This is an optimization exercise on Yosys and OpenROAD, whose aim is small area, not a production implementation. Where RTL was checked, it was by simulation tests only, not by an equivalence proof against the original. Only the layout flow was run in runs 1 to 5; the RTL was not checked for function there. Power is estimated from default activity; no workload was simulated.

File: flow/config.mk
export PLATFORM = sky130hd
export DESIGN_NAME = rpi433_core
export DESIGN_NICKNAME = rpi433_core
export VERILOG_FILES = /design/flow/design.v
export SDC_FILE = /design/flow/constraint.sdc
export NUM_CORES = 4
export LEC_CHECK = 0
export CAP_MARGIN = 20
export CORE_MARGIN = 2
export CORE_UTILIZATION = 40
export CTS_BUF_LIST = sky130_fd_sc_hd__clkbuf_8
export CTS_CLUSTER_DIAMETER = 50
export CTS_CLUSTER_SIZE = 18
export SLEW_MARGIN = 20
File: flow/constraint.sdc
create_clock -name core_clock -period 12.0 [get_ports {clk}]
set_input_delay 2.4000 -clock core_clock [delete_from_list [all_inputs] [get_ports {clk}]]
set_output_delay 2.4000 -clock core_clock [all_outputs]
set_load 0.01 [all_outputs]
File: flow/design.v
module rpi433_core (
    input  wire        clk,
    input  wire        rst,
    input  wire        rx_in,
    input  wire        cmd_valid,
    input  wire [11:0] cmd,
    input  wire [15:0] rd_addr,
    output wire        tx_out,
    output wire        tx_busy,
    output wire        rx_done,
    output wire        rx_ovr,
    output wire        cmd_err,
    output wire [2:0]  rx_stat,
    output wire [4:0]  rx_cause,
    output wire [7:0]  rx_len,
    output wire [5:0]  rx_nbytes,
    output wire [15:0] min_low,
    output wire [15:0] min_high,
    output wire [7:0]  rd_data
);
    localparam [1:0] R_IDLE = 2'd0, R_START = 2'd1, R_DATA = 2'd2;
    localparam [1:0] T_IDLE = 2'd0, T_RUN = 2'd1, T_FIN = 2'd2, T_END = 2'd3;
    localparam [1:0] G_SIG = 2'd0, G_LEN = 2'd1, G_PAY = 2'd2, G_CHK = 2'd3;
    localparam [2:0] ST_NONE = 3'd0, ST_OK = 3'd1, ST_BADTIMING = 3'd2, ST_TOOSHORT = 3'd3,
                     ST_SIGMISMATCH = 3'd4, ST_LENOVERRUN = 3'd5, ST_CHKMISMATCH = 3'd6;
    localparam [3:0] OP_TXCLR = 4'h1, OP_TXPUSH = 4'h2, OP_TXGO = 4'h3,
                     OP_RXACK = 4'h4, OP_ERRCLR = 4'h5;
    localparam [6:0] END_P = 7'd100;
    function [7:0] key_byte;
        input [3:0] i;
        case (i)
            4'd0:  key_byte = 8'hC5;
            4'd1:  key_byte = 8'h07;
            4'd2:  key_byte = 8'h22;
            4'd3:  key_byte = 8'h33;
            4'd4:  key_byte = 8'h44;
            4'd5:  key_byte = 8'h55;
            4'd6:  key_byte = 8'h66;
            4'd7:  key_byte = 8'h77;
            4'd8:  key_byte = 8'h88;
            4'd9:  key_byte = 8'h99;
            4'd10: key_byte = 8'hAA;
            4'd11: key_byte = 8'hBB;
            4'd12: key_byte = 8'hCC;
            4'd13: key_byte = 8'hDD;
            4'd14: key_byte = 8'hEE;
            default: key_byte = 8'hFF;
        endcase
    endfunction
    function [7:0] sig_byte;
        input [1:0] i;
        case (i)
            2'd0: sig_byte = 8'h63;
            2'd1: sig_byte = 8'hF9;
            2'd2: sig_byte = 8'h5C;
            default: sig_byte = 8'h1B;
        endcase
    endfunction
    integer     q;
    reg [4:0]   ph;              
    reg [1:0]   txphase;         
    reg [1:0]   txrg;            
    reg         txlevel;
    reg [7:0]   txhold;
    reg [2:0]   txbc;            
    reg [5:0]   txcnt;           
    reg [5:0]   txlen;
    reg [7:0]   txchk;           
    reg [255:0] txr;             
    reg [7:0]   txp;             
    reg         txpv;            
    reg [7:0]   txn;             
    reg         cmderr;
    reg [1:0]   rxphase;
    reg         level;
    reg [6:0]   elapsed;         
    reg [6:0]   unit;            
    reg [3:0]   m10;             
    reg         bad;
    reg         cwovf;
    reg [9:0]   cwcnt;
    reg [6:0]   run_lo, run_hi;
    reg [6:0]   ev1_dur, ev2_dur;
    reg [7:0]   sr;              
    reg [5:0]   rxcnt;
    reg         nz;              
    reg         sigbad;          
    reg [7:0]   nlen;            
    reg         dchk;            
    reg [7:0]   acc;             
    reg [7:0]   pend;            
    reg [255:0] bank0, bank1;
    reg         disp;            
    reg [2:0]   rxstat;
    reg [4:0]   rxcause;
    reg [7:0]   rxlen;
    reg [5:0]   rxnbytes;
    reg [6:0]   minlow, minhigh;
    reg         rxdone, rxovr;
    reg  [7:0] tx_frame_byte;
    always @* begin
        case (txrg)
            G_SIG:   tx_frame_byte = sig_byte(txcnt[1:0]);
            G_LEN:   tx_frame_byte = {2'b00, txlen};
            G_PAY:   tx_frame_byte = txn ^ key_byte(txcnt[3:0]);
            default: tx_frame_byte = txchk;
        endcase
    end
    wire       tx_frame_bit = tx_frame_byte[3'd7 - txbc];
    wire       tx_hold  = (txhold > 8'd1);
    wire       tx_bit   = (txphase == T_RUN) && !tx_hold;      
    wire       tx_bend  = tx_bit && (txbc == 3'd7);           
    wire [5:0] txcnt_p1 = txcnt + 1'b1;
    wire       tx_pay_last = (txcnt_p1 == txlen);
    reg [1:0]  txphase_s;
    always @* begin
        txphase_s = txphase;
        if (txphase == T_IDLE || tx_hold)
            txphase_s = txphase;
        else if (txphase == T_END)
            txphase_s = T_IDLE;
        else if (txphase == T_FIN)
            txphase_s = T_END;
        else if (tx_bend && txrg == G_CHK)
            txphase_s = T_FIN;
    end
    wire [3:0] op        = cmd[11:8];
    wire [7:0] arg       = cmd[7:0];
    wire       tx_idle_s = (txphase_s == T_IDLE);
    wire do_txclr  = cmd_valid && op == OP_TXCLR  && tx_idle_s;
    wire do_txpush = cmd_valid && op == OP_TXPUSH && tx_idle_s && !txlen[5];
    wire do_txgo   = cmd_valid && op == OP_TXGO   && tx_idle_s;
    wire do_rxack  = cmd_valid && op == OP_RXACK;
    wire do_errclr = cmd_valid && op == OP_ERRCLR;
    wire refused   = cmd_valid && (op == OP_TXCLR || op == OP_TXPUSH || op == OP_TXGO ||
                                   op > OP_ERRCLR) &&
                     !(do_txclr || do_txpush || do_txgo);
    wire [4:0] tx_wsl   = txlen[4:0] + ph + {4'd0, !txpv};    
    wire       tx_podd  = !(txlen[0] ^ ph[0]);                  
    wire       tx_dir   = do_txpush && !tx_podd;
    wire       tx_we    = txpv || tx_dir;
    wire [7:0] tx_wd    = txpv ? txp : arg;
    wire [4:0] tx_rsl   = txcnt[4:0] + ph;
    wire       tx_fetch = (tx_rsl[2:0] == 3'd7) && (txrg == G_LEN || (txrg == G_PAY && txbc == 3'd0));
    wire [6:0] diff     = (elapsed == 7'd127) ? 7'd127 : elapsed + 1'b1;
    wire       gate     = (rxphase != R_IDLE) && (diff > END_P);
    wire       changed  = (rx_in != level);
    wire       accepted = changed && (diff >= 7'd2);
    wire [1:0] phase_g  = gate ? R_IDLE : rxphase;
    wire       is_first = accepted && phase_g == R_IDLE;
    wire       is_calib = accepted && phase_g == R_START;
    wire       is_data  = accepted && phase_g == R_DATA;
    wire       do_record = is_calib || is_data;
    wire [7:0] ce  = {1'b0, diff} - {2'b00, unit[6:1]} - {7'd0, unit[0]};
    wire ge1 = !ce[7];
    wire ge3 = (ce[6:0] >= unit);
    wire ge5 = ({1'b0, ce[6:0]} >= {unit, 1'b0});
    wire sym_zero = is_data && ge1 && !ge3;
    wire sym_one  = is_data && ge1 &&  ge3 && !ge5;
    wire sym_bad  = is_data && !sym_zero && !sym_one;
    wire push     = sym_zero || sym_one;
    wire [7:0] byte_n     = {sr[6:0], sym_one};
    wire       byte_store = push && sr[7] && (rxcnt < 6'd38);
    wire [5:0] pay_c      = rxcnt - 6'd5;       
    wire       pend_ok  = (rxcnt >= 6'd6) && (rxcnt <= 6'd37);
    wire [4:0] pend_sl  = rxcnt[4:0] - 5'd5 + ph;        
    wire       pend_wr  = pend_ok && (pend_sl[3:0] == 4'd0);
    wire       wr0      = pend_wr && !pend_sl[4];
    wire       wr16     = pend_wr &&  pend_sl[4];
    wire [3:0] cause_t;
    assign cause_t[0] = (run_lo >= END_P) || (run_hi >= END_P);
    assign cause_t[1] = (run_lo < 7'd2) || (run_hi < 7'd2);
    assign cause_t[2] = bad;
    assign cause_t[3] = cwovf;
    wire [4:0] fin_cause = {(cause_t == 4'b0000) && (rxcnt != 6'd0) && !nz, cause_t};
    reg [2:0] fin_stat;
    always @* begin
        if (fin_cause != 5'b00000)   fin_stat = ST_BADTIMING;
        else if (rxcnt < 6'd4)       fin_stat = ST_TOOSHORT;
        else if (sigbad)             fin_stat = ST_SIGMISMATCH;
        else if (!dchk)              fin_stat = ST_LENOVERRUN;
        else if (acc != 8'h00)       fin_stat = ST_CHKMISMATCH;
        else                         fin_stat = ST_OK;
    end
    wire fin_ok = (fin_stat == ST_OK);
    wire rxdone_h = do_rxack ? 1'b0 : rxdone;
    wire rxovr_h  = do_rxack ? 1'b0 : rxovr;
    always @(posedge clk) begin
        for (q = 0; q < 32; q = q + 1)
            txr[8*q +: 8] <= (q[0] == 1'b0 && tx_we && tx_wsl[4:1] == q[4:1]) ? tx_wd
                                                                           : txr[8*((q+31)%32) +: 8];
        txp <= arg;
        if (tx_fetch)
            txn <= txr[8*{tx_rsl[4:3], 3'd7} +: 8];
        bank0 <= {bank0[247:128], (wr16 && disp)  ? pend : bank0[127:120],
                  bank0[119:0],   (wr0 && disp)   ? pend : bank0[255:248]};
        bank1 <= {bank1[247:128], (wr16 && !disp) ? pend : bank1[127:120],
                  bank1[119:0],   (wr0 && !disp)  ? pend : bank1[255:248]};
        if (byte_store)
            pend <= byte_n ^ key_byte(pay_c[3:0]);
        if (byte_store && rxcnt == 6'd4)
            nlen <= byte_n;
        if (do_record && !cwcnt[9]) begin
            ev1_dur <= diff;
            ev2_dur <= ev1_dur;
        end
        if (do_txgo) begin
            txhold <= 8'd10;
            txbc   <= 3'd0;
            txcnt  <= 6'd0;
            txrg   <= G_SIG;
        end else if (tx_hold) begin
            txhold <= txhold - 1'b1;
        end else if (txphase == T_FIN) begin
            txhold <= 8'd150;
        end else if (tx_bit) begin
            txhold <= tx_frame_bit ? 8'd20 : 8'd10;
            txbc   <= txbc + 1'b1;
            if (tx_bend) begin
                case (txrg)
                    G_SIG: begin
                        txcnt <= txcnt_p1;
                        if (txcnt[1:0] == 2'd3) begin
                            txrg  <= G_LEN;
                            txcnt <= 6'd0;
                        end
                    end
                    G_LEN: txrg <= (txlen == 6'd0) ? G_CHK : G_PAY;
                    G_PAY: begin
                        txcnt <= txcnt_p1;
                        if (tx_pay_last) txrg <= G_CHK;
                    end
                    default: ;
                endcase
            end
        end
        if (is_first) begin
            unit <= 7'd0;
            m10  <= 4'd1;
        end else if (rxphase == R_START && !accepted) begin
            unit <= unit + (m10 != 4'd0);
            m10  <= (m10 == 4'd9) ? 4'd0 : m10 + 1'b1;
        end
    end
    always @(posedge clk) begin
        if (rst) begin
            ph       <= 5'd0;
            txphase  <= T_IDLE;
            txlevel  <= 1'b0;
            txlen    <= 6'd0;
            txpv     <= 1'b0;
            txchk    <= 8'h00;
            cmderr   <= 1'b0;
            rxphase  <= R_IDLE;
            level    <= 1'b0;
            elapsed  <= 7'd0;
            bad      <= 1'b0;
            cwovf    <= 1'b0;
            cwcnt    <= 10'd0;
            run_lo   <= END_P;
            run_hi   <= END_P;
            sr       <= 8'h01;
            rxcnt    <= 6'd0;
            nz       <= 1'b0;
            sigbad   <= 1'b0;
            dchk     <= 1'b0;
            acc      <= 8'h00;
            disp     <= 1'b0;
            rxstat   <= ST_NONE;
            rxcause  <= 5'd0;
            rxlen    <= 8'd0;
            rxnbytes <= 6'd0;
            minlow   <= END_P;
            minhigh  <= END_P;
            rxdone   <= 1'b0;
            rxovr    <= 1'b0;
        end else begin
            ph <= ph + 1'b1;
            txphase <= txphase_s;
            if (txphase == T_FIN && !tx_hold)
                txlevel <= 1'b0;
            else if (tx_bit)
                txlevel <= ~txlevel;
            txpv <= do_txpush && tx_podd;
            if (do_txclr) begin
                txlen <= 6'd0;
                txchk <= 8'h00;
            end
            if (do_txpush) begin
                txlen <= txlen + 1'b1;
                txchk <= txchk ^ arg ^ key_byte(txlen[3:0]);
            end
            if (do_txgo) begin
                txlevel <= 1'b1;
                txphase <= T_RUN;
            end
            if (do_errclr)
                cmderr <= 1'b0;
            if (refused)
                cmderr <= 1'b1;
            rxdone <= rxdone_h;
            rxovr  <= rxovr_h;
            if (gate) begin
                rxovr    <= rxovr_h | rxdone_h;
                rxdone   <= 1'b1;
                rxstat   <= fin_stat;
                rxcause  <= fin_cause;
                rxnbytes <= rxcnt;
                minlow   <= run_lo;
                minhigh  <= run_hi;
                rxlen    <= fin_ok ? nlen : 8'd0;
                disp     <= disp ^ fin_ok;
                cwcnt    <= 10'd0;
                rxcnt    <= 6'd0;
                sr       <= 8'h01;
                bad      <= 1'b0;
                cwovf    <= 1'b0;
                run_lo   <= END_P;
                run_hi   <= END_P;
                nz       <= 1'b0;
                sigbad   <= 1'b0;
                dchk     <= 1'b0;
                acc      <= 8'h00;
                rxphase  <= R_IDLE;
            end
            if (!accepted) begin
                elapsed <= diff;
            end else begin
                elapsed <= 7'd0;
                level   <= rx_in;
                if (is_first)
                    rxphase <= R_START;
                if (is_calib)
                    rxphase <= R_DATA;
                if (sym_bad)
                    bad <= 1'b1;
            end
            if (do_record) begin
                if (!cwcnt[9]) begin
                    cwcnt <= cwcnt + 1'b1;
                    if (cwcnt[8:2] != 7'd0) begin
                        if (!level && ev2_dur < run_lo) run_lo <= ev2_dur;
                        if ( level && ev2_dur < run_hi) run_hi <= ev2_dur;
                    end
                end else begin
                    cwovf <= 1'b1;
                end
            end
            if (push) begin
                sr <= sr[7] ? 8'h01 : byte_n;
                if (byte_store) begin
                    rxcnt <= rxcnt + 1'b1;
                    if (byte_n != 8'h00)
                        nz <= 1'b1;
                    if (rxcnt < 6'd4 && byte_n != sig_byte(rxcnt[1:0]))
                        sigbad <= 1'b1;
                    if (rxcnt >= 6'd5 && !dchk) begin
                        acc <= acc ^ byte_n;
                        if ({2'b00, pay_c} == nlen)
                            dchk <= 1'b1;
                    end
                end
            end
        end
    end
    wire [4:0] rd_sl   = rd_addr[4:0] + ph;
    wire [7:0] rd_b0   = bank0[8*rd_sl +: 8];
    wire [7:0] rd_b1   = bank1[8*rd_sl +: 8];
    wire       rd_ok   = (rd_addr[15:8] == 8'h00) && (rd_addr[7:0] < rxlen);
    assign tx_out    = txlevel;
    assign tx_busy   = (txphase != T_IDLE);
    assign rx_done   = rxdone;
    assign rx_ovr    = rxovr;
    assign cmd_err   = cmderr;
    assign rx_stat   = rxstat;
    assign rx_cause  = rxcause;
    assign rx_len    = rxlen;
    assign rx_nbytes = rxnbytes;
    assign min_low   = {9'd0, minlow};
    assign min_high  = {9'd0, minhigh};
    assign rd_data   = rd_ok ? (disp ? rd_b1 : rd_b0) : 8'h00;
endmodule
File: flow/flow/run.sh
#!/bin/bash
# Standard layout, with the smallest buffer on the ports and no dummy clock loads.
set -euo pipefail
export BUFFER_PORTS_ARGS="-buffer_cell sky130_fd_sc_hd__buf_1"
export CTS_ARGS="-sink_clustering_enable -repair_clock_nets -sink_clustering_size 28 -sink_clustering_max_diameter 40 -buf_list sky130_fd_sc_hd__clkbuf_16 -dont_use_dummy_load"
bash standard.sh > flow.log 2>&1
File: flow/standard.sh
#!/bin/bash
# synth_recipe.tcl (not shown) runs the flow's synth.tcl, then flattens the netlist and writes it again
# the make line also repeats each setting of config.mk as NAME=value (left out here)
make -C /OpenROAD-flow-scripts/flow DESIGN_CONFIG=/design/flow/config.mk WORK_HOME=/design/flow/orfs CLKGATE_MAP_FILE= SYNTH_SCRIPT=/design/flow/synth_recipe.tcl "${@:-finish}"
==> results of run 1 <==
## worst register-to-register path, cell delays in order, from the launching register on
cell      delay [ns]
dfxtp_1         0.34
ha_1            0.24
and4_1          0.24
nand3_1         0.13
nand2_1         0.13
fa_1            0.43
fa_1            0.44
nand2b_1        0.16
a21oi_1         0.26
o21bai_1        0.10
a21oi_1         0.18
xnor2_1         0.18
ha_1            0.29
and2_0          0.18
a221o_1         0.32
a41oi_1         0.24
o21ai_0         0.20
or4b_1          0.82
nor2_1          0.78
and4_1          0.55
## metal layers
layer | vias up | routed length, um
li1 | 9388 | -
met1 | 9799 | 33000
met2 | 376 | 32600
met3 | 113 | 2720
met4 | 0 | 1630
met5 | - | 0
## worst min path at each step
stage | from | end | slack, ns | depth (start not counted)
floorplan | txr[96]$_DFF_P_ | txr[104]$_DFF_P_ | 0.31 | 0
global placement | txr[210]$_DFF_P_ | txr[218]$_DFF_P_ | 0.31 | 0
detailed placement | txr[54]$_DFF_P_ | txr[62]$_DFF_P_ | 0.31 | 0
CTS | bank0[196]$_DFF_P_ | bank0[204]$_DFF_P_ | 0.22 | 0
global route | bank0[196]$_DFF_P_ | bank0[204]$_DFF_P_ | 0.24 | 0
finish | bank0[196]$_DFF_P_ | bank0[204]$_DFF_P_ | 0.23 | 0
## state kept, by name (all words and copies together) (netlist names), 8 cells and up, named ones only
name and count:
nlen 8, acc 8, bank0 256, txchk 8, txn 8, pend 8, cwcnt 10, txhold 8
sr 8, rxlen 8, bank1 256, txr 256, txp 8
## area by class of cell
type                       count  area (um^2)
tap                         1080         1350
clock buffer                 115         2880
sequential                   984        20100
inverter                      98          368
fill                        7381        45600
timing repair buffer          98          439
multi-input combinational   1397        12700
## cells in the mapped netlist (18+ instances only)
master    number  area share [%]
dfxtp_1      946              56
mux2_2       161             5.4
mux4_2       152              10
nor2_1       136             1.5
nand2_1      115             1.3
a21oi_1      106             1.6
inv_1         95             1.1
ha_1          88             3.3
clkbuf_1      79            0.88
nand3_1       57            0.85
xnor2_1       55             1.4
nor3_1        45            0.67
xor2_1        40             1.0
edfxtp_1      38             3.4
o21ai_0       36            0.54
mux2i_1       31            0.92
mux2_1        29            0.97
nand2b_1      22            0.41
buf_1         20            0.22
o211ai_1      19            0.42
a22oi_1       18            0.40
buf_4         18            0.40
nand4_1       18            0.34
## kinds of logic after synthesis
| family | synth area share, % |
|---|---|
| muxes | 17.5 |
| xor gates and xnor gates | 2.48 |
| AOI/OAI and AO/OA | 6.17 |
| buffers and inverters | 2.83 |
| other | 0.0112 |
| and+or+nand+nor | 7.57 |
| DFF | 59.8 |
| adders and majority gates | 3.64 |
## power breakdown
part	leakage, uW	switching [uW]	internal (uW)
clock network	0.00142	1150	1650
registers	0.00797	69.8	3370
logic	0.00508	376	265
total	0.0145	1600	5290
## stage by stage
step,hold slack [ns],total power (uW),std cells
floorplan,0.310,3980,2611
global placement,0.310,4120,3657
detailed placement,0.312,4150,3657
CTS,0.219,6960,3772
global route,0.245,7180,3772
finish,0.232,6890,3772
## cells in the final DEF (no fill, tap or decap), types with 8 or more instances in the layout
master,n
a211o_1,8
a211oi_1,8
a21o_1,14
a21oi_1,106
a22o_1,8
a22oi_1,18
a31oi_1,11
and2_1,8
and3_1,9
buf_1,79
buf_4,18
clkbuf_16,115
conb_1,18
dfxtp_1,945
edfxtp_1,38
ha_1,87
inv_1,95
mux2_1,29
mux2_2,161
mux2i_1,31
mux4_2,152
nand2_1,115
nand2b_1,22
nand3_1,57
nand3b_1,16
nand4_1,18
nor2_1,133
nor2b_1,14
nor3_1,45
nor3_2,9
nor4_1,11
o211ai_1,19
o21ai_0,36
o221ai_1,8
or3_1,10
xnor2_1,53
xor2_1,40
==> reports/metrics.cfg, run 1 <==
[clock_network]
htreeDepth = 3
ctsResizeCount = 0
cts_root_buffer = clkbuf_16
tritoncts = built
clk_path_buf_depth = 3
cts_hold_buf = 0
clk_latency_ns = 0.71
cts_setup_buffers = 0
cts_buffers = 115
clkTransAtPathRegs_ns = 0.06
numClockSinks = 984

[run_status]
outcome = timing/DRC/antenna clean

[setup_path]
r2r_cells = 19
crit_family = simple AND/OR/NAND/NOR gates
crit_required_ns = 9.60
cp_cell_sequence = buf_1 > or4_1 > a2111oi_0 > o211ai_1 > or3b_1 > nor3b_2 > a22oi_1 > o211ai_1 > buf_1
cp_max_fo = 9
end_kind = primary output
critPathLaunch = rd_addr[9]
regToRegSetupSlack_ns = 5.39
endpoint = rd_data[0]
cp.arrival_ns = 5.83
cp-start-kind = input pin
critPathSlowestCell = nor3b_2
critPathBufInv = 2
cp.depth = 9
r2r-start = elapsed[0]$_SDFF_PP0_
crit_path_max_incr_delay_ns = 0.83
worstSetupPathType = in2out
r2r-end = nlen[1]$_DFFE_PP_

[yosys]
yosysSeqAreaShare_pct = 59.8
netlist_instances = 2594
ys_types = 88
synthArstFlopShare_pct = 0
avgSynthCellArea_um2 = 12.9
ys.flop_type = dfxtp_1
synth_edf_count = 38
yosys_warnings = 1
ys_ff_latch = 984
syn-cell-area_um2 = 33600

[place]
post-dp-hpwl_um = 47200
port_buffers = 80
globalplace.congestion = 0.850
detailedPlace.worstSlack_ns = 3.84
dpl_cell_area_um2 = 34900

[grt]
grt_pass1_vias = 20300
busiest_layer = met2
use_met1_pct = 22.5
grt_use_met2_pct = 26.3
overflow = 0
grt_usage_pct = 16.3
antenna_found_initial = 0
grt_util_met3_pct = 2.64
grt_pass1_wl_um = 113000
grt_max_degree = 57

[layout]
finalInstanceArea_um2 = 37800
nets = 2820
fin_util_pct = 45.3
area_growth_pct = 12.5
num_antenna_cells = 0
drive_gt1_share_pct = 17.8

[detailed_routing]
routed_wl_um = 69900
vias = 19700
drt_iter0_markers = 1102
drt_pass1_iterations = 5
route.detailed.drc = 0
antenna_left = 0
wl_per_cell_um = 18.5
via_per_inst = 5.22

[floorplan]
fp-row-count = 106
initial_core_util_pct = 40.2
die_w_um = 294
die_h_um = 294
ioPinCount = 99
core_um2 = 83400
die-area_um2 = 86300

[power_and_ir_drop]
peakVddDrop_mv = 0.119
leakage_uw = 0.0145
p_per_area_nw_per_um2 = 182

[timing]
finClkSkew_ns = 0.121
relSlewSlack_pct = 34.4
rsz0062_at_grt = false
min_period_ns = 8.23
setup_violations = 0
tightest_slew_ns = 0.984
drv_slew = 0
hold_viol_final = 0
finalSetupTns_ns = 0
period_share_pct = 68.6
timing.fmax_mhz = 122
fin_ws_ns = 3.77

[flow_run]
cap_violations = 0

[hold_path]
hold_path.class = reg2reg

==> run 2, diff against run 1 <==
==> flow/flow/run.sh (replaced) <==
#!/bin/bash
# Standard layout, with the smallest buffer on the ports and no dummy clock loads.
set -euo pipefail
export BUFFER_PORTS_ARGS="-buffer_cell sky130_fd_sc_hd__buf_1"
export CTS_ARGS="-sink_clustering_enable -repair_clock_nets -sink_clustering_size 20 -sink_clustering_max_diameter 45 -buf_list sky130_fd_sc_hd__clkbuf_8 -dont_use_dummy_load"
bash standard.sh > flow.log 2>&1
==> run 2 against run 1 <==
Against the previous run:
- still clean on timing, DRC and antenna
- core utilization fell by 1.7 points
- sequential power barely moved
- worst hold slack improved by 0.025 ns
- register-to-register slack got worse by 0.05 ns
- global-route usage fell by 0.084 points
- synthesized cell count did not move
- critical endpoint unchanged
==> reports/metrics.cfg, run 2 <==
[place]
globalplace.congestion = 0.850
post-dp-hpwl_um = 47200
dp_cells = 3657
dpl_cell_area_um2 = 34900
port_buffers = 80

[grt]
grt_pass1_wl_um = 112000
overflow = 0
grt_max_degree = 57
grt_usage_pct = 16.2
antenna_found_initial = 1
grt_pass1_vias = 20200

[detailed_routing]
drt_pass1_iterations = 5
via_per_inst = 5.21
vias = 19600
routed_wl_um = 69500
route.detailed.drc = 0
wl_per_cell_um = 18.5
drt_iter0_markers = 995
antenna_left = 0

[layout]
final_cells = 3762
final_common_cell = dfxtp_1
reg_top3 = bank0: 256 flops, bank1: 256 flops, txr: 256 flops
area_growth_pct = 8.22
drive_gt1_share_pct = 17.5
layout_common_cells = dfxtp_1 (945), mux2_2 (161), mux4_2 (152)
finalInstanceArea_um2 = 36300
nets = 2809

[clock_network]
ctsResizeCount = 0
clkTransAtPathRegs_ns = 0.09
clk_path_buf_depth = 3
cts_setup_buffers = 0
tritoncts = built
cts_buffers = 104
htreeDepth = 3
cts_root_buffer = clkbuf_8
clk_latency_ns = 0.75
numClockSinks = 984
cts_hold_buf = 0

[timing]
finalSetupTns_ns = 0
timing.fmax_mhz = 123
relSlewSlack_pct = 34.7
setup_violations = 0
tightest_slew_ns = 0.979
finClkSkew_ns = 0.117
drv_slew = 0
hold_viol_final = 0
rsz0062_at_grt = false
period_share_pct = 68.0
min_period_ns = 8.16

[setup_path]
worstSetupPathType = in2out
cp_max_fo = 9
end_kind = primary output
r2r-start = elapsed[0]$_SDFF_PP0_
r2r-end = nlen[1]$_DFFE_PP_
critPathLaunch = rd_addr[9]
regToRegSetupSlack_ns = 5.34
r2r_cells = 19
cp-start-kind = input pin
crit_required_ns = 9.60
cp.arrival_ns = 5.76

[yosys]
ys_types = 88
yosys-top-cells-count = dfxtp_1 (946), mux2_2 (161), mux4_2 (152)
netlist_instances = 2594
avgSynthCellArea_um2 = 12.9
syn-cell-area_um2 = 33600
synth_area_leader_cell = dfxtp_1
ys.flop_type = dfxtp_1
yosys_warnings = 1
yosysSeqAreaShare_pct = 59.8
yosysTopAreaCellShare_pct = 56.4
synth.area.top_cells = dfxtp_1 (56%), mux4_2 (10%), mux2_2 (5.4%), edfxtp_1 (3.4%), ha_1 (3.3%)
synth_edf_count = 38
synthArstFlopShare_pct = 0
ys_ff_latch = 984
yosysMostFrequentCell = dfxtp_1

[floorplan]
fp-row-count = 106
die_h_um = 294
core_um2 = 83400
ioPinCount = 99
initial_core_util_pct = 40.2
die-area_um2 = 86300
die_w_um = 294

[run_status]
outcome = timing/DRC/antenna clean

[power_and_ir_drop]
p_per_area_nw_per_um2 = 161
leakage_uw = 0.0138
power.total_uw = 5860
peakVddDrop_mv = 0.112

[hold_path]
min_path_cells = 0
hold_path_end = bank0[49]$_DFF_P_
hold_path.class = reg2reg
hp-start = bank0[41]$_DFF_P_

[flow_run]
cap_violations = 0

-- run 2: power by group --
group	switching, uW	internal, uW
clock	1020	764
sequential	69.7	3360
combinational	377	265
-- run 2: per-layer routing --
layer	up-vias	share of wire [%]	GRT usage [%]
met5	-	0	0
met4	0	2.2	4.83
met3	121	3.9	2.82
met2	386	46	26.1
met1	9731	47	22.4
li1	9360	-	-
-- run 2: worst max-delay path, cell delays in order --
cell and delay (ns):
buf_1 0.07, or4_1 0.50, a2111oi_0 0.39, o211ai_1 0.25, or3b_1 0.70, nor3b_2 0.80
a22oi_1 0.21, o211ai_1 0.23, buf_1 0.19
-- run 2: final cells by class --
| class | count | area, um^2 |
|---|---|---|
| diodes | 1 | 2.50 |
| clock buffers | 104 | 1430 |
| fillers | 7566 | 47100 |
| inverters | 98 | 368 |
| multi-input cells | 1397 | 12700 |
| flip-flops and latches | 984 | 20100 |
| well taps | 1080 | 1350 |
| repair buffers | 98 | 439 |
-- run 2: kinds of logic (layout without fill, tap and decap cells) --
| logic type | count (synthesis) | after routing | share of synthesized area (%) |
|---|---|---|---|
| mux | 373 | 373 | 17.5 |
| xor+xnor | 95 | 95 | 2.48 |
| buf+inv | 230 | 300 | 2.83 |
| simple gates | 505 | 505 | 7.57 |
| flops | 984 | 984 | 59.8 |
| compound gates | 312 | 312 | 6.17 |
| fa+ha+maj | 94 | 94 | 3.64 |
| other cells | 1 | 19 | 0.0112 |
-- run 2: worst max path at each step --
stage / cells after the start / to
floorplan: 7 / rd_data[5]
global placement: 9 / rd_data[1]
detailed placement: 9 / rd_data[0]
CTS: 9 / rd_data[0]
global route: 9 / rd_data[0]
finish: 9 / rd_data[0]
-- run 2: metrics by stage --
step	hold WS (ns)	worst slack, ns	utilization (%)
after floorplan	0.310	4.71	-
after global placement	0.310	3.91	41.8
after detailed placement	0.312	3.84	41.8
after CTS	0.245	3.84	43.5
after global routing	0.253	3.63	43.6
final	0.257	3.84	43.6
==> run 3, diff against run 2 <==
==> flow/flow/run.sh (replaced) <==
#!/bin/bash
# Standard layout, with the smallest buffer on the ports and no dummy clock loads.
set -euo pipefail
export BUFFER_PORTS_ARGS="-buffer_cell sky130_fd_sc_hd__buf_1"
export CTS_ARGS="-sink_clustering_enable -repair_clock_nets -sink_clustering_size 26 -sink_clustering_max_diameter 70 -buf_list sky130_fd_sc_hd__clkbuf_16 -dont_use_dummy_load"
bash standard.sh > flow.log 2>&1
==> run 3 against run 2 <==
Against the previous run:
- still clean
- via count fell by 1.6%
- synthesized cell count is the same
- register-to-register slack better by 0.08 ns
- sequential share of layout area increased by 0.28 points
- non-clock buffer count unchanged
- flip-flop and latch count did not move
- worst hold slack gained 0.034 ns
- sequential power is essentially flat
- clock power shrank 3%
- clock skew down 0.021 ns
- global-route usage shrank 0.29 points
- total power shrank 1.2%
- critical endpoint unchanged
- largest cell class unchanged
==> reports/metrics.cfg, run 3 <==
[timing]
rsz0062_at_grt = false
tightest_slew_ns = 0.984
timing.fmax_mhz = 122
finClkSkew_ns = 0.0960
relSlewSlack_pct = 34.4
drv_slew = 0
min_period_ns = 8.20
period_share_pct = 68.3
finalSetupTns_ns = 0
hold_viol_final = 0
fin_ws_ns = 3.80
setup_violations = 0

[yosys]
synth_area_leader_cell = dfxtp_1
yosysMostFrequentCell = dfxtp_1
syn-cell-area_um2 = 33600
yosysSeqAreaShare_pct = 59.8
ys_ff_latch = 984
ys.flop_type = dfxtp_1
synthArstFlopShare_pct = 0
yosys-top-cells-count = dfxtp_1 (946), mux2_2 (161), mux4_2 (152)
synth.area.top_cells = dfxtp_1 (56%), mux4_2 (10%), mux2_2 (5.4%), edfxtp_1 (3.4%), ha_1 (3.3%)
yosysTopAreaCellShare_pct = 56.4
yosys_warnings = 1
ys_types = 88
avgSynthCellArea_um2 = 12.9
synth_edf_count = 38
netlist_instances = 2594

[clock_network]
cts_setup_buffers = 0
cts_root_buffer = clkbuf_16
numClockSinks = 984
tritoncts = built
clk_latency_ns = 0.65
ctsResizeCount = 0
cts_hold_buf = 0
clk_path_buf_depth = 3
htreeDepth = 2
clkTransAtPathRegs_ns = 0.10
cts_buffers = 50

[power_and_ir_drop]
peakVddDrop_mv = 0.125
p_per_area_nw_per_um2 = 160
internal-power_uw = 4370
p_switching_uw = 1420
leakage_uw = 0.0137
clock_power_share_pct = 29.6
seqPwrFrac_pct = 59.3
p_sw_share_pct = 24.5
combPwrFrac_pct = 11.1

[grt]
grt_usage_pct = 16.0
grt_pass1_vias = 19700
grt_pass1_wl_um = 111000
grt_max_degree = 57
overflow = 0
antenna_found_initial = 0

[layout]
finalInstanceArea_um2 = 36100
area_growth_pct = 7.67
nets = 2755
final_common_cell = dfxtp_1
final_cells = 3707
drive_gt1_share_pct = 15.8
layout_common_cells = dfxtp_1 (945), mux2_2 (161), mux4_2 (152)
num_antenna_cells = 0
reg_top3 = bank0: 256 flops, bank1: 256 flops, txr: 256 flops
register_area_um2 = 20100
nFillCells = 7537
multi_input_area_um2 = 12700

[setup_path]
worstSetupPathType = in2out
cp_max_fo = 9
cp.arrival_ns = 5.80
end_kind = primary output
cp-start-kind = input pin
crit_required_ns = 9.60

[place]
dpl_cell_area_um2 = 34900
post-dp-hpwl_um = 47200
globalplace.congestion = 0.850
port_buffers = 80
dp_cells = 3657
detailedPlace.worstSlack_ns = 3.84

[hold_path]
hold_path.class = reg2reg

[floorplan]
core_um2 = 83400
fp-row-count = 106
ioPinCount = 99
initial_core_util_pct = 40.2
die-area_um2 = 86300
die_h_um = 294
die_w_um = 294

[detailed_routing]
via_per_inst = 5.20
vias = 19300
wl_per_cell_um = 18.5
routed_wl_um = 68700
drt_iter0_markers = 1134
route.detailed.drc = 0
drt_pass1_iterations = 5
antenna_left = 0

[run_status]
outcome = timing/DRC/antenna clean

[flow_run]
cap_violations = 0

==> run 3: critical path, cell delays in order <==
cell       delay (ns)
buf_1            0.06
or4_1            0.50
a2111oi_0        0.39
o211ai_1         0.25
or3b_1           0.69
nor3b_2          0.85
a22oi_1          0.22
o211ai_1         0.24
buf_1            0.19
==> run 3: area by class of cell <==
| cell class | count | area share [%] |
|---|---|---|
| timing repair buffer | 98 | 1.21 |
| inverter | 98 | 1.02 |
| tap | 1080 | 3.74 |
| sequential | 984 | 55.6 |
| multi-input combinational | 1397 | 35.0 |
| clock buffer | 50 | 3.46 |
==> run 3: per-stage QoR <==
stage | total power, uW | util (%) | hold WS, ns
global placement | 4120 | 41.8 | 0.310
floorplan | 3980 | - | 0.310
global route | 6060 | 43.3 | 0.289
CTS | 5850 | 43.3 | 0.289
detailed placement | 4150 | 41.8 | 0.312
finish | 5790 | 43.3 | 0.291
==> run 3: routing by layer <==
| layer | vias to the layer above | wire, um | share of wire (%) | GRT usage [%] |
|---|---|---|---|---|
| li1 | 9248 | - | - | - |
| met1 | 9639 | 33000 | 48 | 22.6 |
| met2 | 328 | 32100 | 47 | 26.1 |
| met3 | 76 | 2480 | 3.6 | 2.15 |
| met4 | 0 | 1080 | 1.6 | 3.40 |
| met5 | - | 0 | 0 | 0 |
==> run 3: power by group through the flow <==
stage	registers (uW)	logic, uW	clock network [uW]
final	3430	641	1720
after global routing	3440	727	1890
after CTS	3430	647	1770
after detailed placement	3510	643	0
after global placement	3500	621	0
after floorplan	3480	499	0
==> run 3: logic make-up after synthesis <==
family	after synthesis	synth area share, %
AOI/OAI and AO/OA	312	6.17
DFF	984	59.8
xor gates and xnor gates	95	2.48
and+or+nand+nor	505	7.57
muxes	373	17.5
buffers and inverters	230	2.83
adders and majority gates	94	3.64
other	1	0.0112
==> run 3: final timing paths <==
kind | cells after the start | startpoint | endpoint | slack, ns
min reg2reg | 0 | bank0[107]$_DFF_P_ | bank0[115]$_DFF_P_ | 0.29
max reg2reg | 19 | elapsed[0]$_SDFF_PP0_ | nlen[3]$_DFFE_PP_ | 5.42
max | 9 | rd_addr[9] | rd_data[0] | 3.80
min | 0 | bank0[107]$_DFF_P_ | bank0[115]$_DFF_P_ | 0.29
==> run 4, diff against run 3 <==
--- a/flow/design.v
+++ b/flow/design.v
@@ -64,5 +64,5 @@
     reg [7:0]   txhold;
     reg [2:0]   txbc;            
-    reg [5:0]   txcnt;           
+    reg [4:0]   txcnt;           
     reg [5:0]   txlen;
     reg [7:0]   txchk;           
@@ -111,6 +111,6 @@
     wire       tx_bit   = (txphase == T_RUN) && !tx_hold;      
     wire       tx_bend  = tx_bit && (txbc == 3'd7);           
-    wire [5:0] txcnt_p1 = txcnt + 1'b1;
-    wire       tx_pay_last = (txcnt_p1 == txlen);
+    wire [4:0] txcnt_p1 = txcnt + 1'b1;
+    wire       tx_pay_last = (txcnt_p1 == txlen[4:0]);    
     reg [1:0]  txphase_s;
     always @* begin
@@ -141,5 +141,5 @@
     wire       tx_we    = txpv || tx_dir;
     wire [7:0] tx_wd    = txpv ? txp : arg;
-    wire [4:0] tx_rsl   = txcnt[4:0] + ph;
+    wire [4:0] tx_rsl   = txcnt + ph;
     wire       tx_fetch = (tx_rsl[2:0] == 3'd7) && (txrg == G_LEN || (txrg == G_PAY && txbc == 3'd0));
     wire [6:0] diff     = (elapsed == 7'd127) ? 7'd127 : elapsed + 1'b1;
@@ -187,10 +187,12 @@
     wire rxovr_h  = do_rxack ? 1'b0 : rxovr;
     always @(posedge clk) begin
-        for (q = 0; q < 32; q = q + 1)
-            txr[8*q +: 8] <= (q[0] == 1'b0 && tx_we && tx_wsl[4:1] == q[4:1]) ? tx_wd
-                                                                           : txr[8*((q+31)%32) +: 8];
+        for (q = 0; q < 32; q = q + 2)
+            txr[8*q +: 8] <= ~((tx_we && tx_wsl[4:1] == q[4:1]) ? (q[1] ? tx_wd : ~tx_wd)
+                                                              : txr[8*((q+31)%32) +: 8]);
+        for (q = 1; q < 32; q = q + 2)
+            txr[8*q +: 8] <= txr[8*(q-1) +: 8];
         txp <= arg;
         if (tx_fetch)
-            txn <= txr[8*{tx_rsl[4:3], 3'd7} +: 8];
+            txn <= ~txr[8*{tx_rsl[4:3], 3'd7} +: 8];      
         bank0 <= {bank0[247:128], (wr16 && disp)  ? pend : bank0[127:120],
                   bank0[119:0],   (wr0 && disp)   ? pend : bank0[255:248]};
@@ -208,5 +210,5 @@
             txhold <= 8'd10;
             txbc   <= 3'd0;
-            txcnt  <= 6'd0;
+            txcnt  <= 5'd0;
             txrg   <= G_SIG;
         end else if (tx_hold) begin
@@ -223,5 +225,5 @@
                         if (txcnt[1:0] == 2'd3) begin
                             txrg  <= G_LEN;
-                            txcnt <= 6'd0;
+                            txcnt <= 5'd0;
                         end
                     end
@@ -365,6 +367,13 @@
     end
     wire [4:0] rd_sl   = rd_addr[4:0] + ph;
-    wire [7:0] rd_b0   = bank0[8*rd_sl +: 8];
-    wire [7:0] rd_b1   = bank1[8*rd_sl +: 8];
+    reg  [7:0] rd_b0, rd_b1;
+    always @* begin
+        rd_b0 = 8'h00;
+        rd_b1 = 8'h00;
+        for (q = 0; q < 32; q = q + 1) begin
+            rd_b0 = rd_b0 | ({8{rd_sl == q && !disp}} & bank0[8*q +: 8]);
+            rd_b1 = rd_b1 | ({8{rd_sl == q &&  disp}} & bank1[8*q +: 8]);
+        end
+    end
     wire       rd_ok   = (rd_addr[15:8] == 8'h00) && (rd_addr[7:0] < rxlen);
     assign tx_out    = txlevel;
@@ -379,4 +388,4 @@
     assign min_low   = {9'd0, minlow};
     assign min_high  = {9'd0, minhigh};
-    assign rd_data   = rd_ok ? (disp ? rd_b1 : rd_b0) : 8'h00;
+    assign rd_data   = rd_ok ? (rd_b1 | rd_b0) : 8'h00;
 endmodule
==> flow/flow/run.sh (replaced) <==
#!/bin/bash
# Layout flow: the standard flow (standard.sh) with three changes.
#  1. Synthesis is the standard one, but ABC maps the logic with flow/abc_map.script
#     (area-recovering mapping rounds) instead of ORFS's abc_speed.script. Registers are
#     mapped before ABC runs, so they are the standard synthesis's registers.
#  2. Ports are buffered with sky130_fd_sc_hd__buf_1.
#  3. CTS uses clkbuf_16 with larger sink clusters and inserts no dummy loads.
# Each step's output goes to a log file in this folder.
set -euo pipefail
here=$(pwd)
rm -rf "$here/scripts_abc"
cp -r "$FLOW_HOME/scripts" "$here/scripts_abc"
cp "$here/flow/abc_map.script" "$here/scripts_abc/abc_speed.script"
export BUFFER_PORTS_ARGS="-buffer_cell sky130_fd_sc_hd__buf_1"
export CTS_ARGS="-sink_clustering_enable -repair_clock_nets -sink_clustering_size 26 -sink_clustering_max_diameter 70 -buf_list sky130_fd_sc_hd__clkbuf_16 -dont_use_dummy_load"
SCRIPTS_DIR="$here/scripts_abc" bash standard.sh synth > "$here/synth.log" 2>&1
bash standard.sh > "$here/layout.log" 2>&1
==> flow/flow/abc_map.script (new file) <==
&get -n
&st
&dc2
&dch -f
&nf -R 1000 -p -F 8 -A 4
&st
&syn2
&dc2
&if -g -K 6
&synch2
&nf -R 1000 -p -F 8 -A 4
&st
&syn2
&if -g -K 6
&synch2
&nf -R 1000 -p -F 8 -A 4
&st
&dc2
&dch -f
&nf -R 1000 -p -F 8 -A 4
&put
topo
stime -c
dnsize -c
==> run 4 against run 3 <==
Against the previous run:
- maximum frequency down 12%
- core utilization increased by 1.7 points
- clock skew up 0.0097 ns
- worst setup slack lost 1.2 ns
==> reports/metrics.cfg, run 4 <==
[hold_path]
hold_path_end = txr[104]$_DFF_P_
min_path_cells = 0
hp-start = txr[96]$_DFF_P_
hold_path.class = reg2reg

[timing]
min_period_ns = 9.36
period_share_pct = 78.0
hold_slack_ns = 0.300
finalSetupTns_ns = 0
rsz0062_at_grt = false
setup_violations = 0
finClkSkew_ns = 0.106
timing.fmax_mhz = 107
relSlewSlack_pct = 21.0
drv_slew = 0
tightest_slew_ns = 1.18
hold_viol_final = 0

[detailed_routing]
drt_pass1_iterations = 9
wl_per_cell_um = 23.5
via_per_inst = 5.57
route.detailed.drc = 0
drt_iter0_markers = 2695
routed_wl_um = 92000
antenna_left = 0
vias = 21800

[floorplan]
ioPinCount = 99
core_um2 = 75900
fp-row-count = 101
die-area_um2 = 79000
initial_core_util_pct = 40.4
die_h_um = 281
die_w_um = 281

[setup_path]
worstSetupPathType = in2out
r2r-end = acc[7]$_SDFF_PP0_
cp.arrival_ns = 6.96
cp_max_fo = 16
r2r-start = elapsed[0]$_SDFF_PP0_
end_kind = primary output
regToRegSetupSlack_ns = 6.23
crit_required_ns = 9.60
cp-start-kind = input pin
r2r_cells = 23

[yosys]
yosysSeqAreaShare_pct = 65.3
synth_edf_count = 38
netlist_instances = 2681
ys_ff_latch = 983
synth.area.top_cells = dfxtp_1 (62%), edfxtp_1 (3.7%), ha_1 (3.6%), nor2_1 (3.6%), a222oi_1 (3.0%)
yosysMostFrequentCell = dfxtp_1
yosys-top-cells-count = dfxtp_1 (945), nor2_1 (292), nand2_1 (203)
avgSynthCellArea_um2 = 11.5
yosysTopAreaCellShare_pct = 61.6
syn-cell-area_um2 = 30700
ys.flop_type = dfxtp_1
ys_types = 59
synthArstFlopShare_pct = 0
synth_area_leader_cell = dfxtp_1
yosys_warnings = 1

[grt]
grt_max_degree = 47
grt_usage_pct = 23.0
grt_pass1_vias = 21100
overflow = 0
antenna_found_initial = 2
grt_pass1_wl_um = 136000

[clock_network]
cts_buffers = 52
cts_setup_buffers = 0
ctsResizeCount = 0
numClockSinks = 983
clkTransAtPathRegs_ns = 0.10
clk_latency_ns = 0.65
htreeDepth = 2
clk_path_buf_depth = 3
tritoncts = built
cts_hold_buf = 0
cts_root_buffer = clkbuf_16

[layout]
area_growth_pct = 11.2
finalInstanceArea_um2 = 34200
layout_common_cells = dfxtp_1 (945), nor2_1 (282), nand2_1 (203)
fin_util_pct = 45.0
final_cells = 3911
reg_top3 = bank0: 256 flops, bank1: 256 flops, txr: 256 flops
nets = 3009
final_common_cell = dfxtp_1
num_antenna_cells = 0
drive_gt1_share_pct = 5.10

[place]
dp_cells = 3855
globalplace.congestion = 0.995
post-dp-hpwl_um = 65700
dpl_cell_area_um2 = 32800
port_buffers = 80

[power_and_ir_drop]
leakage_uw = 0.0130
p_per_area_nw_per_um2 = 171
peakVddDrop_mv = 0.166

[run_status]
outcome = timing/DRC/antenna clean

[flow_run]
cap_violations = 0

[run 4: cell types whose count changed after synthesis, sizes merged, moves of 87 or more]
cell / delta
clkinv: +103
a222oi: +91
mux4: -144
nand2: +87
inv: -98
mux2: -150
nor2: +156
[run 4: cell families after synthesis]
kind of cell,Yosys count,synth area share (%)
AND/OR/NAND/NOR,728,10.5
multiplexers,67,2.67
AO/OA/AOI/OAI,614,13.7
XOR/XNOR,73,2.08
flip-flops,983,65.3
adder cells (fa/ha/maj),94,3.98
other,1,0.0122
buffers and inverters,121,1.70
[run 4: final cells by class]
type                            instances  area (um^2)
Clock buffer                           52         1300
Fill cell                            6937        41800
Inverter                              103          387
Multi-Input combinational cell       1594        10300
Sequential cell                       983        20100
Tap cell                             1030         1290
Timing Repair Buffer                  149          855
[run 4: layer usage]
metal | part of all wire [%] | vias up | track usage (%)
met5 | 0 | - | 0
met4 | 4.4 | 0 | 8.68
li1 | - | 10000 | -
met3 | 9.7 | 256 | 5.65
met2 | 44 | 1091 | 35.7
met1 | 42 | 10400 | 31.0
[run 4: worst max path at each step]
stage,endpoint,slack [ns],from,depth (start not counted)
3_3_place_gp,rd_data[1],2.69,rd_addr[0],14
6_report,rd_data[1],2.64,rd_addr[0],15
2_1_floorplan,rd_data[1],4.06,rd_addr[0],13
3_5_place_dp,rd_data[1],2.75,rd_addr[0],15
4_1_cts,rd_data[1],2.74,rd_addr[0],15
5_1_grt,rd_data[1],2.47,rd_addr[0],14
[run 4: power breakdown]
group | total (uW) | switching, uW | leakage (uW) | internal, uW
clock network | 1770 | 998 | 0.000641 | 769
logic | 645 | 396 | 0.00432 | 249
registers | 3450 | 73.8 | 0.00802 | 3370
[run 4: metrics by stage]
step | setup slack, ns | power (uW)
final | 2.64 | 5860
after global routing | 2.47 | 6120
after CTS | 2.74 | 5890
after detailed placement | 2.75 | 4160
after global placement | 2.69 | 4120
after floorplan | 4.06 | 3960
[run 4: critical path, cell delays in order]
cell      delay, ns
buf_1          0.10
ha_1           0.23
fa_1           0.44
a21o_1         0.20
a21oi_1        0.17
xnor2_1        0.34
or2_0          0.72
nor2_1         0.50
a22o_1         0.30
a221oi_1       0.22
nand3_1        0.11
or4_1          0.49
nor4_1         0.45
nor2_1         0.11
buf_1          0.16
==> run 5, diff against run 4 <==
==> flow/flow/run.sh (replaced) <==
#!/bin/bash
# Layout flow: the standard flow (standard.sh) with three changes.
#  1. Synthesis is the standard one, but ABC maps the logic with flow/abc_map.script
#     (area-recovering mapping rounds) instead of ORFS's abc_speed.script, and adders
#     are left to ABC (no ADDER_MAP_FILE) instead of being mapped to ha/fa cells first.
#     Registers are mapped before ABC runs, so they are the standard synthesis's
#     registers.
#  2. Ports are buffered with sky130_fd_sc_hd__buf_1.
#  3. CTS uses clkbuf_16 with larger sink clusters and inserts no dummy loads.
# Each step's output goes to a log file in this folder.
set -euo pipefail
here=$(pwd)
rm -rf "$here/scripts_abc"
cp -r "$FLOW_HOME/scripts" "$here/scripts_abc"
cp "$here/flow/abc_map.script" "$here/scripts_abc/abc_speed.script"
export BUFFER_PORTS_ARGS="-buffer_cell sky130_fd_sc_hd__buf_1"
export CTS_ARGS="-sink_clustering_enable -repair_clock_nets -sink_clustering_size 26 -sink_clustering_max_diameter 70 -buf_list sky130_fd_sc_hd__clkbuf_16 -dont_use_dummy_load"
SCRIPTS_DIR="$here/scripts_abc" ADDER_MAP_FILE= bash standard.sh synth > "$here/synth.log" 2>&1
bash standard.sh > "$here/layout.log" 2>&1
==> run 5 against run 4 <==
Against the previous run:
- still clean on timing, DRC and antenna
- routed wire length is 1.5% lower
- flip-flop and latch count unchanged
- critical path depth unchanged
- clock power hardly changed
- die area shrank 2.5%
- clock-buffer cell count stayed put
- synthesized area is 2.5% lower
- final cell count fell by 4.0%
- global-route usage fell by 0.072 points
- combinational power fell by 38%
==> reports/metrics.cfg, run 5 <==
[timing]
setup_violations = 0
finalSetupTns_ns = 0
finClkSkew_ns = 0.112
rsz0062_at_grt = false
period_share_pct = 80.2
relSlewSlack_pct = 12.6
hold_viol_final = 0
fin_ws_ns = 2.38
min_period_ns = 9.62
timing.fmax_mhz = 104
hold_slack_ns = 0.263
drv_slew = 0
tightest_slew_ns = 1.31

[grt]
grt_max_degree = 59
grt_use_met2_pct = 35.7
antenna_found_initial = 3
grt_usage_pct = 22.9
overflow = 0
busiest_layer = met2
grt_util_met3_pct = 5.12
grt_pass1_vias = 20600
use_met1_pct = 31.0
grt_pass1_wl_um = 133000

[layout]
layout_common_cells = dfxtp_1 (945), nor2_1 (226), nand2_1 (223)
reg_top3 = bank0: 256 flops, bank1: 256 flops, txr: 256 flops
nFillCells = 6892
area_growth_pct = 11.4
drive_gt1_share_pct = 5.56
final_common_cell = dfxtp_1
nets = 2820
fin_util_pct = 44.9

[clock_network]
cts_setup_buffers = 0
clkTransAtPathRegs_ns = 0.10
ctsResizeCount = 0
numClockSinks = 983
tritoncts = built
cts_root_buffer = clkbuf_16
cts_hold_buf = 0
clk_latency_ns = 0.65
clk_path_buf_depth = 3
htreeDepth = 2
cts_buffers = 52

[yosys]
synthAdderAreaFrac_pct = 0.167
synthArstFlopShare_pct = 0
ys_ff_latch = 983
synth-compound-area-share_pct = 14.2
yosysTopAreaCellShare_pct = 63.2
yosys.area_share.simple_pct = 10.7
ys.flop_type = dfxtp_1
synth-xor-area-share_pct = 2.25
synth_mux_area_share_pct = 4.50
yosysSeqAreaShare_pct = 67.0
yosys-top-cells-count = dfxtp_1 (945), nor2_1 (237), nand2_1 (223)
netlist_instances = 2578
yosysMostFrequentCell = dfxtp_1
synth_area_leader_cell = dfxtp_1
syn-cell-area_um2 = 29900
yosys_warnings = 1
avgSynthCellArea_um2 = 11.6
synth_edf_count = 38
ys_types = 55
synth.area.top_cells = dfxtp_1 (63%), edfxtp_1 (3.8%), nor2_1 (3.0%), a222oi_1 (2.9%), nand2_1 (2.8%)
synth_top_family_by_area = compound AO/OA/AOI/OAI gates

[detailed_routing]
routed_wl_um = 90600
via_per_inst = 5.70
drt_iter0_markers = 2826
route.detailed.drc = 0
vias = 21400
drt_pass1_iterations = 9
wl_per_cell_um = 24.1
antenna_left = 0

[power_and_ir_drop]
seqPwrFrac_pct = 61.9
clock_power_share_pct = 31.1
p_switching_uw = 1340
leakage_uw = 0.0126
p_per_area_nw_per_um2 = 171
power.total_uw = 5690
p_sw_share_pct = 23.5
peakVddDrop_mv = 0.150
internal-power_uw = 4350
combPwrFrac_pct = 7.0

[setup_path]
r2r-start = elapsed[1]$_SDFF_PP0_
critPathLaunch = rd_addr[1]
r2r_cells = 17
worstSetupPathType = in2out
end_kind = primary output
r2r-end = acc[5]$_SDFF_PP0_
cp-start-kind = input pin
regToRegSetupSlack_ns = 6.36
cp.arrival_ns = 7.22
cp_max_fo = 16
crit_required_ns = 9.60
endpoint = rd_data[1]

[hold_path]
hold_path.class = reg2reg

[place]
post-dp-hpwl_um = 63300
globalplace.congestion = 1.02
port_buffers = 80
detailedPlace.worstSlack_ns = 2.67

[floorplan]
die_h_um = 278
die_w_um = 278
core_um2 = 74300
ioPinCount = 99
die-area_um2 = 77100
initial_core_util_pct = 40.3
fp-row-count = 100

[run_status]
outcome = timing/DRC/antenna clean

[flow_run]
cap_violations = 0

-- run 5: worst min-delay path by stage --
stage                             from  cells after the start  slack [ns]                 end
global placement      txr[224]$_DFF_P_                      0        0.31    txr[232]$_DFF_P_
finish              bank0[104]$_DFF_P_                      0        0.26  bank0[112]$_DFF_P_
floorplan              txr[96]$_DFF_P_                      0        0.31    txr[104]$_DFF_P_
detailed placement     txr[53]$_DFF_P_                      0        0.31     txr[61]$_DFF_P_
global route           txr[50]$_DFF_P_                      0        0.25     txr[58]$_DFF_P_
CTS                    txr[50]$_DFF_P_                      0        0.26     txr[58]$_DFF_P_
-- run 5: layout make-up --
class | instances | area, um^2 | area share (%)
Sequential cell | 983 | 20100 | 60.2
Inverter | 55 | 206 | 0.619
Tap cell | 969 | 1210 | 3.64
Timing Repair Buffer | 157 | 892 | 2.68
Multi-Input combinational cell | 1539 | 9670 | 29.0
Antenna cell | 1 | 2.50 | 0.00750
Clock buffer | 52 | 1300 | 3.90
-- run 5: cells by family (layout without fill, tap and decap cells) --
kind of cell    Yosys count  count (layout)
buf+inv                  73             264
simple gates            711             711
flops                   983             983
mux                     119             119
other cells               1              19
xor+xnor                 77              77
fa+ha+maj                 5               5
compound gates          609             609
-- run 5: layer usage --
metal	vias up	share of wire [%]
li1	9798	-
met1	10300	42
met2	1084	44
met3	267	9.6
met4	2	4.6
met5	-	0.014
-- run 5: per-stage QoR --
stage | std cells | cell area [um^2]
after floorplan | 2595 | 30000
after global placement | 3702 | 32000
after detailed placement | 3702 | 32000
after CTS | 3754 | 33300
after global routing | 3755 | 33300
final | 3756 | 33300
-- run 5: critical path, stage by stage --
cell	delay, ns
buf_1	0.10
nor2_1	0.13
o21ai_0	0.28
maj3_1	0.50
maj3_1	0.38
xnor2_1	0.31
or2_0	0.81
nor2_1	0.57
a221oi_1	0.37
nand3_1	0.11
nor4_1	0.31
nand4_1	0.13
nor3_1	0.56
nor2_1	0.10
buf_1	0.16
-- run 5: power groups by stage --
stage | registers [uW] | clock network, uW | logic, uW
floorplan | 3560 | 0 | 278
global placement | 3590 | 0 | 380
detailed placement | 3600 | 0 | 393
CTS | 3520 | 1800 | 395
global route | 3540 | 1910 | 446
finish | 3520 | 1770 | 400
==> run 6, diff against run 5 <==
--- a/flow/design.v
+++ b/flow/design.v
@@ -29,31 +29,9 @@
     function [7:0] key_byte;
         input [3:0] i;
-        case (i)
-            4'd0:  key_byte = 8'hC5;
-            4'd1:  key_byte = 8'h07;
-            4'd2:  key_byte = 8'h22;
-            4'd3:  key_byte = 8'h33;
-            4'd4:  key_byte = 8'h44;
-            4'd5:  key_byte = 8'h55;
-            4'd6:  key_byte = 8'h66;
-            4'd7:  key_byte = 8'h77;
-            4'd8:  key_byte = 8'h88;
-            4'd9:  key_byte = 8'h99;
-            4'd10: key_byte = 8'hAA;
-            4'd11: key_byte = 8'hBB;
-            4'd12: key_byte = 8'hCC;
-            4'd13: key_byte = 8'hDD;
-            4'd14: key_byte = 8'hEE;
-            default: key_byte = 8'hFF;
-        endcase
+        key_byte = (i[3:1] != 3'd0) ? {i, i} : (i[0] ? 8'h07 : 8'hC5);
     endfunction
     function [7:0] sig_byte;
         input [1:0] i;
-        case (i)
-            2'd0: sig_byte = 8'h63;
-            2'd1: sig_byte = 8'hF9;
-            2'd2: sig_byte = 8'h5C;
-            default: sig_byte = 8'h1B;
-        endcase
+        sig_byte = i[1] ? (i[0] ? 8'h1B : 8'h5C) : (i[0] ? 8'hF9 : 8'h63);
     endfunction
     integer     q;
@@ -98,4 +76,5 @@
     reg [6:0]   minlow, minhigh;
     reg         rxdone, rxovr;
+    wire [7:0] tx_enc = txn ^ key_byte(txcnt[3:0]);        
     reg  [7:0] tx_frame_byte;
     always @* begin
@@ -103,5 +82,5 @@
             G_SIG:   tx_frame_byte = sig_byte(txcnt[1:0]);
             G_LEN:   tx_frame_byte = {2'b00, txlen};
-            G_PAY:   tx_frame_byte = txn ^ key_byte(txcnt[3:0]);
+            G_PAY:   tx_frame_byte = tx_enc;
             default: tx_frame_byte = txchk;
         endcase
@@ -207,4 +186,8 @@
             ev2_dur <= ev1_dur;
         end
+        if (do_txgo)
+            txchk <= 8'h00;
+        else if (tx_bend && txrg == G_PAY)
+            txchk <= txchk ^ tx_enc;
         if (do_txgo) begin
             txhold <= 8'd10;
@@ -252,5 +235,4 @@
             txlen    <= 6'd0;
             txpv     <= 1'b0;
-            txchk    <= 8'h00;
             cmderr   <= 1'b0;
             rxphase  <= R_IDLE;
@@ -285,12 +267,8 @@
                 txlevel <= ~txlevel;
             txpv <= do_txpush && tx_podd;
-            if (do_txclr) begin
+            if (do_txclr)
                 txlen <= 6'd0;
-                txchk <= 8'h00;
-            end
-            if (do_txpush) begin
+            if (do_txpush)
                 txlen <= txlen + 1'b1;
-                txchk <= txchk ^ arg ^ key_byte(txlen[3:0]);
-            end
             if (do_txgo) begin
                 txlevel <= 1'b1;
--- a/flow/config.mk
+++ b/flow/config.mk
@@ -9,6 +9,4 @@
 export CORE_MARGIN = 2
 export CORE_UTILIZATION = 40
-export CTS_BUF_LIST = sky130_fd_sc_hd__clkbuf_8
-export CTS_CLUSTER_DIAMETER = 50
-export CTS_CLUSTER_SIZE = 18
+export GPL_TIMING_DRIVEN = 0
 export SLEW_MARGIN = 20
==> run 6 against run 5 <==
Against the previous run:
- worst hold slack improved by 0.0070 ns
- combinational power shrank about 10%
- synthesized area shrank 1.3%
- non-clock buffer count decreased by 36
- final cell count is 1.5% lower
- design area shrank 1.4%
- routed wire length fell by 3.6%
- global-route usage decreased by 0.33 points
- largest power group unchanged
==> reports/metrics.cfg, run 6 <==
[run_status]
outcome = timing/DRC/antenna clean

[grt]
antenna_found_initial = 2
overflow = 0
busiest_layer = met2
grt_usage_pct = 22.6
grt_max_degree = 40
use_met1_pct = 31.2
grt_pass1_vias = 20200
grt_util_met3_pct = 6.50
grt_use_met2_pct = 34.5
grt_pass1_wl_um = 129000

[detailed_routing]
drt_iter0_markers = 3090
via_per_inst = 5.72
vias = 21200
route.detailed.drc = 0
drt_pass1_iterations = 19
routed_wl_um = 87300
antenna_left = 0
wl_per_cell_um = 23.6

[timing]
finalSetupTns_ns = 0
rsz0062_at_grt = false
timing.fmax_mhz = 108
min_period_ns = 9.25
relSlewSlack_pct = 21.3
hold_viol_final = 0
setup_violations = 0
finClkSkew_ns = 0.0977
tightest_slew_ns = 1.18
drv_slew = 0
period_share_pct = 77.1

[layout]
area_growth_pct = 11.3
nets = 2773
nFillCells = 6732
num_antenna_cells = 0
reg_top3 = bank0: 256 flops, bank1: 256 flops, txr: 256 flops
drive_gt1_share_pct = 6.79
layout_common_cells = dfxtp_1 (929), nand2_1 (225), nor2_1 (202)
final_common_cell = dfxtp_1
register_area_um2 = 19700
fin_util_pct = 45.0
multi_input_area_um2 = 9810

[place]
globalplace.congestion = 0.916
port_buffers = 80
post-dp-hpwl_um = 57700

[power_and_ir_drop]
p_switching_uw = 1300
seqPwrFrac_pct = 62.9
clock_power_share_pct = 30.6
combPwrFrac_pct = 6.5
peakVddDrop_mv = 0.116
p_sw_share_pct = 23.5
internal-power_uw = 4240
p_per_area_nw_per_um2 = 169
leakage_uw = 0.0122

[setup_path]
critPathSlowestCell = nor2_2
cp_cell_sequence = buf_1 > nor2_1 > o21ai_0 > maj3_1 > maj3_1 > xnor2_1 > nand2b_1 > nor2_2 > a222oi_1 > nand4_1 > nor4_1 > a31oi_1 > buf_1
worstSetupPathType = in2out
critPathLaunch = rd_addr[1]
cp_max_fo = 16
crit_path_max_incr_delay_ns = 1.11
r2r-start = elapsed[1]$_SDFF_PP0_
cp.arrival_ns = 6.85
cp-start-kind = input pin
r2r_cells = 16
end_kind = primary output
crit_required_ns = 9.60

[clock_network]
tritoncts = built
htreeDepth = 2
clkTransAtPathRegs_ns = 0.10
ctsResizeCount = 0
clk_latency_ns = 0.66
cts_buffers = 48
cts_setup_buffers = 0
cts_hold_buf = 0
cts_root_buffer = clkbuf_16
clk_path_buf_depth = 3
numClockSinks = 967

[yosys]
synth.area.top_cells = dfxtp_1 (63%), edfxtp_1 (3.9%), nor2_1 (3.5%), a222oi_1 (3.0%), nand2_1 (2.9%)
yosys-top-cells-count = dfxtp_1 (929), nor2_1 (275), nand2_1 (225)
synth_area_leader_cell = dfxtp_1
yosysTopAreaCellShare_pct = 63.0
yosysSeqAreaShare_pct = 66.8
syn-cell-area_um2 = 29500
avgSynthCellArea_um2 = 11.5
ys_types = 61
yosys_warnings = 1
netlist_instances = 2571
synth_edf_count = 38
yosysMostFrequentCell = dfxtp_1
synthArstFlopShare_pct = 0
ys.flop_type = dfxtp_1
ys_ff_latch = 967

[floorplan]
die_w_um = 276
die-area_um2 = 76000
ioPinCount = 99
core_um2 = 73100
fp-row-count = 99
initial_core_util_pct = 40.4
die_h_um = 276

[hold_path]
hold_path.class = reg2reg
min_path_cells = 0
hp-start = bank1[132]$_DFF_P_

[flow_run]
cap_violations = 0

==> run 6: final timing paths <==
kind	end	slack [ns]
setup / recovery	rd_data[6]	2.75
hold / removal	bank1[140]$_DFF_P_	0.27
setup reg to reg	acc[4]$_SDFF_PP0_	6.85
hold reg to reg	bank1[140]$_DFF_P_	0.27
==> run 6: routing by layer <==
metal | wire length [um] | up-vias
met5 | 13 | -
li1 | - | 9659
met3 | 9440 | 187
met1 | 37400 | 10300
met2 | 38000 | 1048
met4 | 2540 | 2
==> run 6: final cells by class <==
class	instances	area share, %
clock buffers	48	3.65
plain buffers	18	0.411
flip-flops and latches	967	60.0
well taps	959	3.65
inverters	49	0.559
repair buffers	103	1.86
multi-input cells	1554	29.8
==> run 6: per-stage QoR <==
step	cell area, um^2	power, uW	hold slack [ns]	setup slack [ns]	std cells
after floorplan	29600	3770	0.310	4.07	2588
after global placement	31100	3880	0.310	2.64	3627
after detailed placement	31700	3920	0.312	2.84	3649
after CTS	32900	5570	0.275	2.83	3697
after global routing	32900	5740	0.290	2.54	3698
final	32900	5550	0.270	2.75	3698
==> run 6: power groups by stage <==
stage	Combinational, uW	Sequential (uW)	Clock (uW)
2_1_floorplan	245	3530	0
6_report	360	3490	1700
3_5_place_dp	354	3560	0
3_3_place_gp	329	3560	0
5_1_grt	401	3510	1830
4_1_cts	356	3490	1720
==> run 6: cell families (layout without fill, tap and decap cells) <==
logic type	count (synthesis)	in the layout	synth area share, %
flops	967	967	66.8
fa+ha+maj	8	8	0.271
xor+xnor	67	67	1.99
compound gates	590	590	14.1
buf+inv	67	218	1.08
mux	116	116	4.41
simple gates	755	755	11.4
other cells	1	18	0.0127
==> run 6: worst max-delay path, delay by kind of cell <==
kind,cells,cell delay (ns)
buf+inv,2,0.37
compound gates,3,0.94
xor+xnor,1,0.17
simple gates,5,2.12
fa+ha+maj,2,0.85

[static timing again, ports no longer ideal]
How much do the figures lean on ideal ports? The routed layouts below were timed once more, with nothing changed but the port constraints.
Step 1 (the two cells are an assumption about what drives the block):
set clk [get_ports {clk}]
set_driving_cell -lib_cell sky130_fd_sc_hd__clkbuf_16 $clk
set_driving_cell -lib_cell sky130_fd_sc_hd__buf_2 [delete_from_list [all_inputs] $clk]
Step 2, shift: input delay + t, output delay - t, t = (earliest + latest rising clock arrival at the registers) / 2. This alone moves slack from input paths to output paths.
a / b / c = ideal ports / drivers / drivers and shift; a / b = the first two.
| run | t (ns) | setup WS [ns] | worst hold slack (ns) | worst data-port slew with drivers (ns) | pins driven straight from the clock port |
|---|---|---|---|---|---|
| run 1 | 0.700 | 3.770 / 3.747 / 3.747 | 0.232 / 0.232 / 0.232 | 0.05 | 1 |
| run 2 | 0.744 | 3.843 / 3.820 / 3.820 | 0.257 / 0.257 / 0.257 | 0.05 | 1 |
| run 3 | 0.662 | 3.800 / 3.777 / 3.777 | 0.291 / 0.291 / 0.291 | 0.07 | 1 |
| run 4 | 0.676 | 2.644 / 2.620 / 2.620 | 0.300 / 0.300 / 0.300 | 0.03 | 1 |
| run 5 | 0.669 | 2.377 / 2.335 / 2.335 | 0.263 / 0.263 / 0.263 | 0.06 | 1 |
| run 6 | 0.669 | 2.746 / 2.721 / 2.721 | 0.270 / 0.270 / 0.270 | 0.08 | 1 |
After both steps every run listed still meets setup and hold. For run 5, which loses most, drivers alone change the setup slack by -0.042 ns; drivers and shift together by -0.042 ns.
